Background: an optimization exercise with open tools, aiming at small area, a short achievable clock period and few clock cycles per item. Do not read the settings as production practice.
Function was not checked in any run shown here: the RTL went through the layout flow alone.
Power and IR drop assume default switching activity.

<file path="config.mk">
export PLATFORM = sky130hd
export DESIGN_NAME = mnet_codec
export DESIGN_NICKNAME = mnet_codec
export VERILOG_FILES = /design/flow/design.v
export SDC_FILE = /design/flow/constraint.sdc
export NUM_CORES = 4
export LEC_CHECK = 0
export CAP_MARGIN = 20
export CORE_MARGIN = 2
export CORE_UTILIZATION = 40
export SLEW_MARGIN = 20
</file>
<file path="constraint.sdc">
create_clock -name core_clock -period 4.5 [get_ports {clk}]
set_input_delay 0.9000 -clock core_clock [delete_from_list [all_inputs] [get_ports {clk}]]
set_output_delay 0.9000 -clock core_clock [all_outputs]
set_load 0.01 [all_outputs]
</file>
<file path="design.v">
module mnet_crc_step (
    input  wire [15:0] crc_in,
    input  wire [7:0]  data,
    output reg  [15:0] crc_out
);
    integer i;
    always @(*) begin
        crc_out = crc_in ^ {data, 8'h00};
        for (i = 0; i < 8; i = i + 1) begin
            if (crc_out[15])
                crc_out = {crc_out[14:0], 1'b0} ^ 16'h1021;
            else
                crc_out = {crc_out[14:0], 1'b0};
        end
    end
endmodule
module mnet_tx (
    input  wire        clk,
    input  wire        rst,
    input  wire [47:0] key,
    input  wire [2:0]  klen,
    input  wire        hdr_valid,
    output wire        hdr_ready,
    input  wire [7:0]  hdr_dst,
    input  wire [7:0]  hdr_src,
    input  wire [15:0] hdr_type,
    input  wire [7:0]  hdr_len,
    input  wire        hdr_obf,
    input  wire        pl_valid,
    output wire        pl_ready,
    input  wire [7:0]  pl_data,
    output reg         line_valid,
    input  wire        line_ready,
    output reg  [7:0]  line_data
);
    localparam S_IDLE = 3'd0,
               S_SOH  = 3'd1,
               S_HDR  = 3'd2,
               S_PL   = 3'd3,
               S_CRCH = 3'd4,
               S_CRCL = 3'd5,
               S_EOT  = 3'd6;
    reg [2:0]  state;
    reg        idle;      
    reg [31:0] hsr;       
    reg [7:0]  cnt;       
    reg [2:0]  idx;       
    reg        obf;
    reg [15:0] crc;
    reg        esc;       
    reg [7:0]  pb;        
    reg        pv;        
    reg [2:0]  ki;
    reg [7:0]  skid;
    reg        sv;
    reg        pl_rdy;
    assign hdr_ready = idle;
    assign pl_ready  = pl_rdy;
    reg [7:0] key_byte;
    always @(*) begin
        case (ki)
            3'd0:    key_byte = key[7:0];
            3'd1:    key_byte = key[15:8];
            3'd2:    key_byte = key[23:16];
            3'd3:    key_byte = key[31:24];
            3'd4:    key_byte = key[39:32];
            default: key_byte = key[47:40];
        endcase
    end
    wire hdr_take = idle && hdr_valid;
    wire pl_take  = pl_valid && pl_rdy;
    wire take     = line_valid && line_ready;
    reg       has;
    reg [7:0] g;
    always @(*) begin
        has = 1'b1;
        g   = 8'h01;
        if (esc) begin
            g = 8'hFF;
        end else begin
            case (state)
                S_IDLE:  has = hdr_valid;
                S_SOH:   g = 8'h01;
                S_HDR:   g = idx[2] ? cnt : hsr[31:24];
                S_PL:    begin has = pv; g = pb; end
                S_CRCH,
                S_CRCL:  g = crc[15:8];
                default: g = 8'h04;
            endcase
        end
    end
    wire gen     = !sv && has;
    wire in_body = (state == S_HDR) || (state == S_PL);
    wire crc_en  = gen && !esc && in_body;
    wire quoted  = !esc && (in_body || state == S_CRCH || state == S_CRCL);
    wire [15:0] crc_next;
    mnet_crc_step u_crc (.crc_in(crc), .data(g), .crc_out(crc_next));
    reg [2:0] state_n;
    reg [7:0] cnt_n;
    reg       esc_n, pv_n, sv_n;
    reg [2:0] idx_n;
    always @(*) begin
        state_n = state;
        idx_n   = idx;
        cnt_n   = cnt;
        esc_n   = esc;
        pv_n    = pv;
        sv_n    = sv;
        if (gen) begin
            esc_n = quoted && (g == 8'hFF);
            if (!esc) begin
                case (state)
                    S_IDLE: state_n = S_HDR;
                    S_SOH:  state_n = S_HDR;
                    S_HDR:  begin
                                idx_n = idx + 3'd1;
                                if (idx[2]) state_n = (cnt == 8'd0) ? S_CRCH : S_PL;
                            end
                    S_PL:   begin
                                pv_n  = 1'b0;
                                cnt_n = cnt - 8'd1;
                                if (cnt == 8'd1) state_n = S_CRCH;
                            end
                    S_CRCH: state_n = S_CRCL;
                    S_CRCL: state_n = S_EOT;
                    default: state_n = S_IDLE;
                endcase
            end
        end else if (hdr_take) begin
            state_n = S_SOH;
        end
        if (hdr_take)
            idx_n = 3'd0;
        if (pl_take)
            pv_n = 1'b1;
        if (take)
            sv_n = 1'b0;
        else if (line_valid && gen)
            sv_n = 1'b1;
    end
    always @(posedge clk) begin
        if (rst) begin
            state      <= S_IDLE;
            idle       <= 1'b1;
            esc        <= 1'b0;
            pv         <= 1'b0;
            sv         <= 1'b0;
            line_valid <= 1'b0;
            pl_rdy     <= 1'b0;
        end else begin
            state      <= state_n;
            idle       <= (state_n == S_IDLE);
            esc        <= esc_n;
            pv         <= pv_n;
            sv         <= sv_n;
            line_valid <= (line_valid && !line_ready) || sv || gen;
            pl_rdy     <= ((state_n == S_PL) || (state_n == S_HDR && idx_n[2])) &&
                          (pv_n ? (cnt_n > 8'd1) && (state_n == S_PL) && !esc_n && !sv_n
                                : (cnt_n != 8'd0));
        end
    end
    always @(posedge clk) begin
        if (hdr_take) begin
            hsr <= {hdr_dst, hdr_src, hdr_type};
            obf <= hdr_obf && (klen != 3'd0);
            crc <= 16'h0000;
            ki  <= 3'd0;
            pb  <= 8'h00;
        end else begin
            if (gen && !esc && state == S_HDR) begin
                hsr <= {hsr[23:0], 8'h00};
            end
            if (crc_en)
                crc <= crc_next;
            else if (gen && !esc && state == S_CRCH)
                crc <= {crc[7:0], 8'h00};
            if (pl_take) begin
                pb <= obf ? (pl_data ^ key_byte ^ pb) : pl_data;
                ki <= (ki == klen - 3'd1) ? 3'd0 : ki + 3'd1;
            end
        end
        idx <= idx_n;
        if (idle)
            cnt <= hdr_len;
        else
            cnt <= cnt_n;
        if (!line_valid || take)
            line_data <= sv ? skid : g;
        if (line_valid && !take && gen)
            skid <= g;
    end
endmodule
module mnet_rx (
    input  wire        clk,
    input  wire        rst,
    input  wire [47:0] key,
    input  wire [2:0]  klen,
    input  wire        line_valid,
    input  wire [7:0]  line_data,
    input  wire        obf_in,
    output reg         out_valid,
    output reg  [7:0]  out_data,
    output reg         out_end,
    output wire [7:0]  out_status
);
    localparam P_HUNT = 3'd0,
               P_HDR  = 3'd1,    
               P_PAY  = 3'd2,    
               P_CRC  = 3'd3,    
               P_TERM = 3'd4;
    reg        iv;
    reg [7:0]  id;
    reg        io;
    reg [2:0]  phase;
    reg        esc;
    reg [7:0]  cnt;
    reg [15:0] crc;
    reg        obf;
    reg [7:0]  prev;
    reg [2:0]  ki;
    reg        st_bad;    
    reg        st_crc;
    assign out_status = {6'd0, st_bad, st_crc};
    reg [7:0] key_byte;
    always @(*) begin
        case (ki)
            3'd0:    key_byte = key[7:0];
            3'd1:    key_byte = key[15:8];
            3'd2:    key_byte = key[23:16];
            3'd3:    key_byte = key[31:24];
            3'd4:    key_byte = key[39:32];
            default: key_byte = key[47:40];
        endcase
    end
    wire [15:0] crc_next;
    mnet_crc_step u_crc (.crc_in(crc), .data(id), .crc_out(crc_next));
    wire is_ff   = (id == 8'hFF);
    wire hunt    = (phase == P_HUNT);
    wire term    = (phase == P_TERM);
    wire pay     = (phase == P_PAY);
    wire body    = !hunt && !term;
    wire acc     = iv && body && (esc ? is_ff : !is_ff);
    wire eot_ok  = (id == 8'h04);
    wire crc_ok  = (crc == 16'h0000);
    always @(posedge clk) begin
        if (rst) begin
            iv        <= 1'b0;
            phase     <= P_HUNT;
            out_valid <= 1'b0;
            out_end   <= 1'b0;
        end else begin
            iv        <= line_valid;
            out_valid <= acc;
            out_end   <= iv && (term || (body && esc && !is_ff));
            if (iv) begin
                if (hunt) begin
                    if (id == 8'h01)
                        phase <= P_HDR;
                end else if (term) begin
                    phase <= P_HUNT;
                end else if (esc && !is_ff) begin
                    phase <= P_HUNT;
                end else if (acc) begin
                    case (phase)
                        P_HDR: if (cnt[2])
                                   phase <= (id == 8'd0) ? P_CRC : P_PAY;
                        P_PAY: if (cnt == 8'd1)
                                   phase <= P_CRC;
                        default: if (cnt[0])
                                   phase <= P_TERM;
                    endcase
                end
            end
        end
    end
    always @(posedge clk) begin
        id       <= line_data;
        io       <= obf_in;
        out_data <= (pay && obf) ? (id ^ key_byte ^ prev) : id;
        st_bad   <= !(term && eot_ok && crc_ok);
        st_crc   <= term && eot_ok && !crc_ok;
        if (hunt) begin
            esc  <= 1'b0;
            cnt  <= 8'd0;
            crc  <= 16'h0000;
            obf  <= io && (klen != 3'd0);
            prev <= 8'h00;
            ki   <= 3'd0;
        end else if (iv) begin
            esc <= !esc && is_ff;
            if (acc) begin
                crc <= crc_next;
                case (phase)
                    P_HDR: cnt <= cnt[2] ? id : cnt + 8'd1;
                    P_PAY: begin
                        cnt  <= cnt - 8'd1;
                        prev <= id;
                        ki   <= (ki == klen - 3'd1) ? 3'd0 : ki + 3'd1;
                    end
                    default: cnt <= cnt + 8'd1;
                endcase
            end
        end
    end
endmodule
module mnet_codec (
    input  wire        clk,
    input  wire        rst,
    input  wire        key_wr,
    input  wire [2:0]  key_len,
    input  wire [47:0] key_data,
    input  wire        tx_hdr_valid,
    output wire        tx_hdr_ready,
    input  wire [7:0]  tx_dst,
    input  wire [7:0]  tx_src,
    input  wire [15:0] tx_type,
    input  wire [7:0]  tx_len,
    input  wire        tx_obf,
    input  wire        tx_pl_valid,
    output wire        tx_pl_ready,
    input  wire [7:0]  tx_pl_data,
    output wire        line_tx_valid,
    input  wire        line_tx_ready,
    output wire [7:0]  line_tx_data,
    input  wire        line_rx_valid,
    input  wire [7:0]  line_rx_data,
    input  wire        rx_obf,
    output wire        rx_valid,
    output wire [7:0]  rx_data,
    output wire        rx_end,
    output wire [7:0]  rx_status
);
    reg [47:0] key;
    reg [2:0]  klen;
    wire key_ok = key_wr && (key_len[2] ? (key_len[1:0] != 2'd3) : (key_len[1:0] == 2'd3));
    always @(posedge clk) begin
        if (rst)
            klen <= 3'd0;
        else if (key_ok)
            klen <= key_len;
    end
    always @(posedge clk) begin
        if (key_ok)
            key <= key_data;
    end
    mnet_tx u_tx (
        .clk       (clk),
        .rst       (rst),
        .key       (key),
        .klen      (klen),
        .hdr_valid (tx_hdr_valid),
        .hdr_ready (tx_hdr_ready),
        .hdr_dst   (tx_dst),
        .hdr_src   (tx_src),
        .hdr_type  (tx_type),
        .hdr_len   (tx_len),
        .hdr_obf   (tx_obf),
        .pl_valid  (tx_pl_valid),
        .pl_ready  (tx_pl_ready),
        .pl_data   (tx_pl_data),
        .line_valid(line_tx_valid),
        .line_ready(line_tx_ready),
        .line_data (line_tx_data)
    );
    mnet_rx u_rx (
        .clk       (clk),
        .rst       (rst),
        .key       (key),
        .klen      (klen),
        .line_valid(line_rx_valid),
        .line_data (line_rx_data),
        .obf_in    (rx_obf),
        .out_valid (rx_valid),
        .out_data  (rx_data),
        .out_end   (rx_end),
        .out_status(rx_status)
    );
endmodule
</file>
<file path="run.sh">
#!/bin/bash
# synth_recipe.tcl (not shown) runs the flow's synth.tcl, then flattens the netlist and writes it again
# the make line also repeats each setting of config.mk as NAME=value (left out here)
make -C /OpenROAD-flow-scripts/flow DESIGN_CONFIG=/design/flow/config.mk WORK_HOME=/design/flow/orfs CLKGATE_MAP_FILE= SYNTH_SCRIPT=/design/flow/synth_recipe.tcl finish
</file>
==> reports/metrics.yaml, run 1 <==
synthesis:
  synthCells: 1082
  synth_edf_count: 98
  synth_xor_area_share_pct: 6.84
  synth-main-ff-cell: "dfxtp_1"
  yosys_warnings: 4
  synth_seq_cells: 209
  synthArstFlopShare_pct: 0
  synth_top_family_by_area: "simple AND/OR/NAND/NOR gates"
  synth.area.mux_share_pct: 3.46
  synth.distinct_cells: 79
  synthAdderAreaFrac_pct: 2.50
  ys_seq_area_share_pct: 49.2
  syn_area_per_cell_um2: 9.70
  synth-simple-area-share_pct: 17.0
  synth-compound-area-share_pct: 16.5
  syn-cell-area_um2: 10500
worst_hold_path:
  hp-class: "reg2reg"
floorplan:
  die_y_um: 166
  die_area_um2: 27600
  die_w_um: 166
  initial_utilization_pct: 40.5
  rows: 59
  pin_count: 145
  core_area_um2: 25900
sta:
  fin_crit_ns: 2.94
  drv_slew: 0
  hold_violations: 0
  finalSetupViolCount: 0
  fin_setup_tns_ns: 0
  worst_pin_slew_ns: 0.995
  rsz0062_at_grt: "false"
  fin_skew_ns: 0.0111
  maxSlewHeadroom_pct: 33.6
  fmax_ghz: 0.340
  fin_ws_ns: 1.56
  hold_ws_ns: 0.471
  finalCritPeriodShare_pct: 65.4
place:
  io_buffers: 138
  place_hpwl_um: 18500
  place_inst: 1492
  pre_cts_slack_ns: 1.23
  routabilityCongestion: 0.870
clock_network:
  htree_levels: 1
  cts_tree: "yes"
  clkTransAtPathRegs_ns: 0.06
  cts-resized-gates: 0
  cts_root_buf: "clkbuf_16"
  post_cts_buffers: 0
  worstSkewPairLatency_ns: 0.52
  cts_buffers: 25
  cts.sinks: 209
  ctsLongestPathBuffers: 3
  postCtsHoldBufs: 0
global_route:
  gr-total-overflow: 0
  grt_pass1_vias: 7849
  track_usage_pct: 18.5
  grt_pass1_wl_um: 41900
  grt_max_degree: 49
  antenna_found_initial: 1
run:
  maxCapViolCount: 0
drt:
  postRouteAntennaNets: 0
  routed_wl_um: 26600
  dr.pass1.iters: 8
  num_vias: 8337
  wl_per_cell_um: 17.3
  first_iter_violations: 903
  vias_per_cell: 5.42
  remaining_drc_errors: 0
worst_setup_path:
  worstPathMaxFanout: 25
  crit_chain: "clkdlybuf4s50_1"
  path_delay_family: "flip-flops"
  crit_path_max_incr_delay_ns: 0.84
  critPathRequiredTime_ns: 3.60
  worstSetupEndpointType: "output port"
  crit_type: "reg2out"
  crit_slowest_cell: "dfxtp_1"
  critPathBufInv: 1
  worstPathArrival_ns: 2.04
  cp-start-kind: "flop"
layout:
  final_cells: 1538
  final_layout_size_suffix_gt1_share_pct: 6.98
  n_antenna_cell: 0
  synthToLayoutAreaGrowth_pct: 23.9
  nets: 1321
power:
  p_leak_nw: 4.81
  powerDensity_nw_per_um2: 546
  vdd_drop_max_mv: 0.310
outcome:
  status: "no timing/DRC/antenna violations"
## placed cells by master, fill, tap and decap left out, types with 6 or more instances in the layout
| master | count |
|---|---|
| ha_1 | 21 |
| xnor2_1 | 45 |
| mux2_2 | 12 |
| clkbuf_16 | 25 |
| and3_1 | 14 |
| o22ai_1 | 9 |
| a32o_1 | 8 |
| o211ai_1 | 18 |
| buf_4 | 8 |
| edfxtp_1 | 98 |
| o21ai_0 | 44 |
| clkdlybuf4s50_1 | 138 |
| a22oi_1 | 24 |
| dfxtp_1 | 111 |
| a31oi_1 | 10 |
| o21ai_1 | 6 |
| conb_1 | 6 |
| mux2i_1 | 16 |
| nor2_1 | 81 |
| and2_1 | 7 |
| a222oi_1 | 16 |
| nor4_1 | 8 |
| bufinv_16 | 8 |
| nor2b_1 | 17 |
| a21oi_1 | 69 |
| nand2_1 | 171 |
| xor2_1 | 28 |
| a211oi_1 | 9 |
| nor3_1 | 14 |
| nand3_1 | 16 |
| nand2b_1 | 9 |
| inv_1 | 32 |
## cells by family after synthesis
logic type                 count (synthesis)
DFF                                      209
xor gates and xnor gates                  77
AOI/OAI and AO/OA                        255
and+or+nand+nor                          376
other                                      1
muxes                                     32
adders and majority gates                 21
buffers and inverters                    111
## final timing paths
kind / from / endpoint / slack, ns / cells after the start
max reg2reg: u_tx.idx[2]$_DFF_P_ / u_tx.crc[13]$_SDFFE_PP0P_ / 1.63 / 7
max: u_tx.idle$_SDFF_PP1_ / tx_hdr_ready / 1.56 / 1
min reg2reg: u_rx.prev[7]$_SDFFE_PP0P_ / u_rx.prev[7]$_SDFFE_PP0P_ / 0.47 / 2
min: u_rx.prev[7]$_SDFFE_PP0P_ / u_rx.prev[7]$_SDFFE_PP0P_ / 0.47 / 2
## sequential cells by signal (all words and copies together), names as in the netlist, 3 cells and up
register / flops
u_rx.ki: 3
key: 48
u_rx.phase: 3
u_rx.crc: 16
u_tx.cnt: 8
u_tx.ki: 3
u_rx.out_data: 8
u_tx.idx: 3
klen: 3
u_tx.skid: 8
u_rx.id: 8
u_rx.prev: 8
u_rx.cnt: 8
u_tx.crc: 16
u_tx.hsr: 32
u_tx.line_data: 8
u_tx.pb: 8
u_tx.state: 3
## power by group
part	internal (mW)	switching [mW]	total (mW)
clock network	1.49	0.805	2.30
logic	0.900	1.09	1.99
registers	2.46	0.361	2.82
## stage by stage
| stage | total power, mW | cell area (um^2) | utilization, % |
|---|---|---|---|
| global route | 7.50 | 13000 | 50.2 |
| detailed placement | 4.83 | 12100 | 46.5 |
| CTS | 7.14 | 13000 | 50.2 |
| floorplan | 4.19 | 10500 | - |
| global placement | 4.80 | 12100 | 46.5 |
| finish | 7.10 | 13000 | 50.2 |
## cell usage after synthesis (all sizes together) (15+ instances only)
cell type	count	area share, %
o211ai	18	1.3
o21ai	52	2.5
a22oi	25	1.8
clkbuf	58	2.1
xnor2	46	3.9
inv	35	1.3
buf	18	1.1
nor2	82	2.9
a222oi	16	1.5
nand2	171	6.1
nor2b	18	1.1
dfxtp	111	21
mux2	15	1.7
edfxtp	98	28
nand3	16	0.76
xor2	29	2.5
mux2i	17	1.7
ha	21	2.5
a21oi	69	3.3
## layer usage
layer	track usage (%)	wire length (um)	vias to the layer above
met3	3.10	1610	44
met2	28.4	11800	252
li1	-	-	4090
met5	0	8	-
met4	4.95	535	2
met1	27.1	12600	3949
## layout make-up
| cell class | instances | area (um^2) |
|---|---|---|
| clock buffer | 28 | 647 |
| clock inverter | 18 | 298 |
| fill | 2379 | 12900 |
| inverter | 35 | 131 |
| multi-input combinational | 767 | 4900 |
| sequential | 209 | 5160 |
| tap | 335 | 419 |
| timing repair buffer | 146 | 1440 |
==> run 2: changes to the inputs <==
--- a/config.mk
+++ b/config.mk
@@ -5,7 +5,9 @@
 export SDC_FILE = /design/flow/constraint.sdc
 export NUM_CORES = 4
 export LEC_CHECK = 0
+export ABC_CLOCK_PERIOD_IN_PS = 2000
 export CAP_MARGIN = 20
 export CORE_MARGIN = 2
 export CORE_UTILIZATION = 40
+export SETUP_SLACK_MARGIN = 2.5
 export SLEW_MARGIN = 20
==> run 2 against run 1 <==
Effect of this change: die area unchanged; still clean; cell area up 13%; clock power down 13%; via count up 7.8%; sequential cell count unchanged; clock skew up 0.0089 ns; highest routed layer is now met4.
==> reports/metrics.yaml, run 2 <==
outcome:
  status: "no timing/DRC/antenna violations"
power:
  clockPowerShare_pct: 26.0
  vdd_drop_max_mv: 0.504
  powerDensity_nw_per_um2: 526
  pwr-share-comb_pct: 37.4
  switching_share_pct: 34.0
  p_leak_nw: 5.50
  switchingPower_mw: 2.61
  seqPwrFrac_pct: 36.5
  cell_internal_pwr_mw: 5.08
synthesis:
  yosys-top-cells-count: "nand2_1 (171), dfxtp_1 (111), edfxtp_1 (98), nor2_1 (82), a21oi_1 (69)"
  synth_area_leaders: "edfxtp_1 (28%), dfxtp_1 (21%), nand2_1 (6.1%), xnor2_1 (3.8%), a21oi_1 (3.3%)"
  synth_edf_count: 98
  ys_seq_area_share_pct: 49.2
  yosysMostFrequentCell: "nand2_1"
  syn_area_per_cell_um2: 9.70
  syn-cell-area_um2: 10500
  yosysTopAreaCellShare_pct: 28.0
  synthArstFlopShare_pct: 0
  yosys_warnings: 4
  synthCells: 1082
  synth-main-ff-cell: "dfxtp_1"
  synth_seq_cells: 209
  synth.distinct_cells: 79
  yosysTopAreaCell: "edfxtp_1"
run:
  maxCapViolCount: 0
worst_setup_path:
  worstSetupEndpointType: "flop"
  crit_type: "reg2reg"
  cp-start-kind: "flop"
  critPathRequiredTime_ns: 4.93
  worstPathMaxFanout: 7
  worstPathArrival_ns: 2.82
  rr_startpoint: "u_tx.idx[2]$_DFF_P_"
  crit_start: "u_tx.idx[2]$_DFF_P_"
sta:
  fin_ws_ns: 2.12
  fmax_ghz: 0.419
  fin_setup_tns_ns: 0
  hold_violations: 0
  finalSetupViolCount: 0
  maxSlewHeadroom_pct: 39.9
  hold_ws_ns: 0.472
  drv_slew: 0
  finalCritPeriodShare_pct: 53.0
  worst_pin_slew_ns: 0.892
  fin_crit_ns: 2.38
  fin_skew_ns: 0.0200
  rsz0062_at_grt: "true"
floorplan:
  rows: 59
  die_area_um2: 27600
  initial_utilization_pct: 40.5
  pin_count: 145
  die_w_um: 166
  core_area_um2: 25900
  die_y_um: 166
layout:
  top_register: "key"
  final_layout_size_suffix_gt1_share_pct: 25.9
  synthToLayoutAreaGrowth_pct: 39.4
  largest_reg_flops: 48
  reg_top3: "key (48), u_tx.hsr (32)"
  mostFrequentLayoutCells: "nand2_1 (165), clkdlybuf4s50_1 (112), edfxtp_1 (98)"
  fillers: 2218
  nets: 1425
  utilization_pct: 56.5
  seqCellArea_um2: 5250
  layout_commonest_cell: "nand2_1"
  final_cells: 1642
  multi_input_area_um2: 5660
worst_hold_path:
  hold_start: "u_rx.prev[6]$_SDFFE_PP0P_"
  hp-class: "reg2reg"
drt:
  vias_per_cell: 5.48
  dr.pass1.iters: 7
  remaining_drc_errors: 0
  routed_wl_um: 30000
  first_iter_violations: 966
  num_vias: 8991
  wl_per_cell_um: 18.3
  postRouteAntennaNets: 0
global_route:
  gr-total-overflow: 0
  grt_pass1_vias: 8152
  grt_pass1_wl_um: 44600
  grt_max_degree: 49
  antenna_found_initial: 0
  track_usage_pct: 19.9
place:
  place_inst: 1492
  place_hpwl_um: 18400
  io_buffers: 138
  routabilityCongestion: 0.880
  pre_cts_slack_ns: 1.31
clock_network:
  htree_levels: 1
  ctsLongestPathBuffers: 3
  cts_buffers: 25
  cts_tree: "yes"
  clkTransAtPathRegs_ns: 0.06
  worstSkewPairLatency_ns: 0.52
  cts_root_buf: "clkbuf_16"
  cts.sinks: 209
## run 2: cell counts after synthesis
Identical to the previous run, type by type.
## run 2: cell families (layout without fill, tap and decap cells)
logic type	count (synthesis)	after routing	synth area share, %
fa+ha+maj	21	21	2.50
compound gates	255	257	16.5
simple gates	376	376	17.0
flops	209	209	49.2
other cells	1	7	0.0357
mux	32	32	3.46
xor+xnor	77	77	6.84
buf+inv	111	328	4.43
## run 2: cell type report
| cell class | instances | area share (%) |
|---|---|---|
| Tap cell | 335 | 2.86 |
| Antenna cell | 1 | 0.0171 |
| Multi-Input combinational cell | 769 | 38.7 |
| Inverter | 35 | 0.958 |
| Sequential cell | 209 | 35.9 |
| Timing Repair inverter | 1 | 0.0513 |
| Clock buffer | 30 | 4.69 |
| Clock inverter | 15 | 0.915 |
| Timing Repair Buffer | 247 | 15.9 |
## run 2: path summary, 6_finish.rpt
check,to,slack [ns],depth (start not counted)
worst min-delay path,u_rx.prev[6]$_SDFFE_PP0P_,0.47,2
worst min register to register,u_rx.prev[6]$_SDFFE_PP0P_,0.47,2
worst max-delay path,u_tx.crc[12]$_SDFFE_PP0P_,2.12,7
worst max register to register,u_tx.crc[12]$_SDFFE_PP0P_,2.12,7
## run 2: metrics by stage
step	cell area, um^2	power, mW
final	14600	7.70
after global routing	14600	8.08
after CTS	14100	7.44
after detailed placement	12200	4.93
after global placement	12200	4.90
after floorplan	10800	4.33
## run 2: power groups by stage
stage / Combinational (mW) / Sequential [mW] / Clock (mW)
final: 2.88 / 2.81 / 2.00
after global routing: 3.11 / 2.86 / 2.12
after CTS: 2.59 / 2.81 / 2.05
after detailed placement: 2.09 / 2.84 / 0
after global placement: 2.06 / 2.84 / 0
after floorplan: 1.63 / 2.70 / 0
## run 2: what timing repair did
| action | CTS | global route |
|---|---|---|
| setup buffers | 66 | 33 |
| gates resized for setup | 219 | 68 |
| pin swaps | 49 | 59 |
| setup endpoints to repair | 235 | 149 |
| gates cloned | 5 | 0 |
| hold endpoints to repair | 0 | 0 |
| hold buffers | 0 | 0 |
## run 2: per-layer routing
| layer | routed length, um | track usage (%) |
|---|---|---|
| met1 | 13600 | 28.9 |
| met2 | 13500 | 30.9 |
| met3 | 2230 | 3.60 |
| met4 | 724 | 4.61 |
| met5 | 0 | 0 |
## run 2: critical path: stages (launching register included)
cell and delay, ns:
dfxtp_4 0.40, mux2_4 0.32, a221oi_4 0.34, mux2i_2 0.31, xor3_2 0.43, xor2_2 0.17
a21bo_1 0.17, a31oi_1 0.15

separate check: timing with driven ports:
In the flow no input, the clock included, has a driving cell. The finished layouts below were timed again as built, in two steps.
Step 1, drivers: a clkbuf_16 drives clk and a buf_2 each remaining input, both assumed.
Step 2, shift: input delay + t, output delay - t, t = (earliest + latest rising clock arrival at the registers) / 2. This alone moves slack from input paths to output paths.
Three values: no drivers, after step 1, after step 2; two values: the first two.
| run | t, ns | setup WS [ns] | worst setup path after step 2 | cell pins on the clock port's net |
|---|---|---|---|---|
| run 1 | 0.566 | 1.557 / 1.508 / 1.181 | input to register | 1 |
| run 2 | 0.557 | 2.116 / 2.116 / 1.868 | input to register | 1 |
After both steps every run listed still meets setup and hold. For run 1, which loses most, drivers alone change the setup slack by -0.049 ns; drivers and shift together by -0.376 ns.
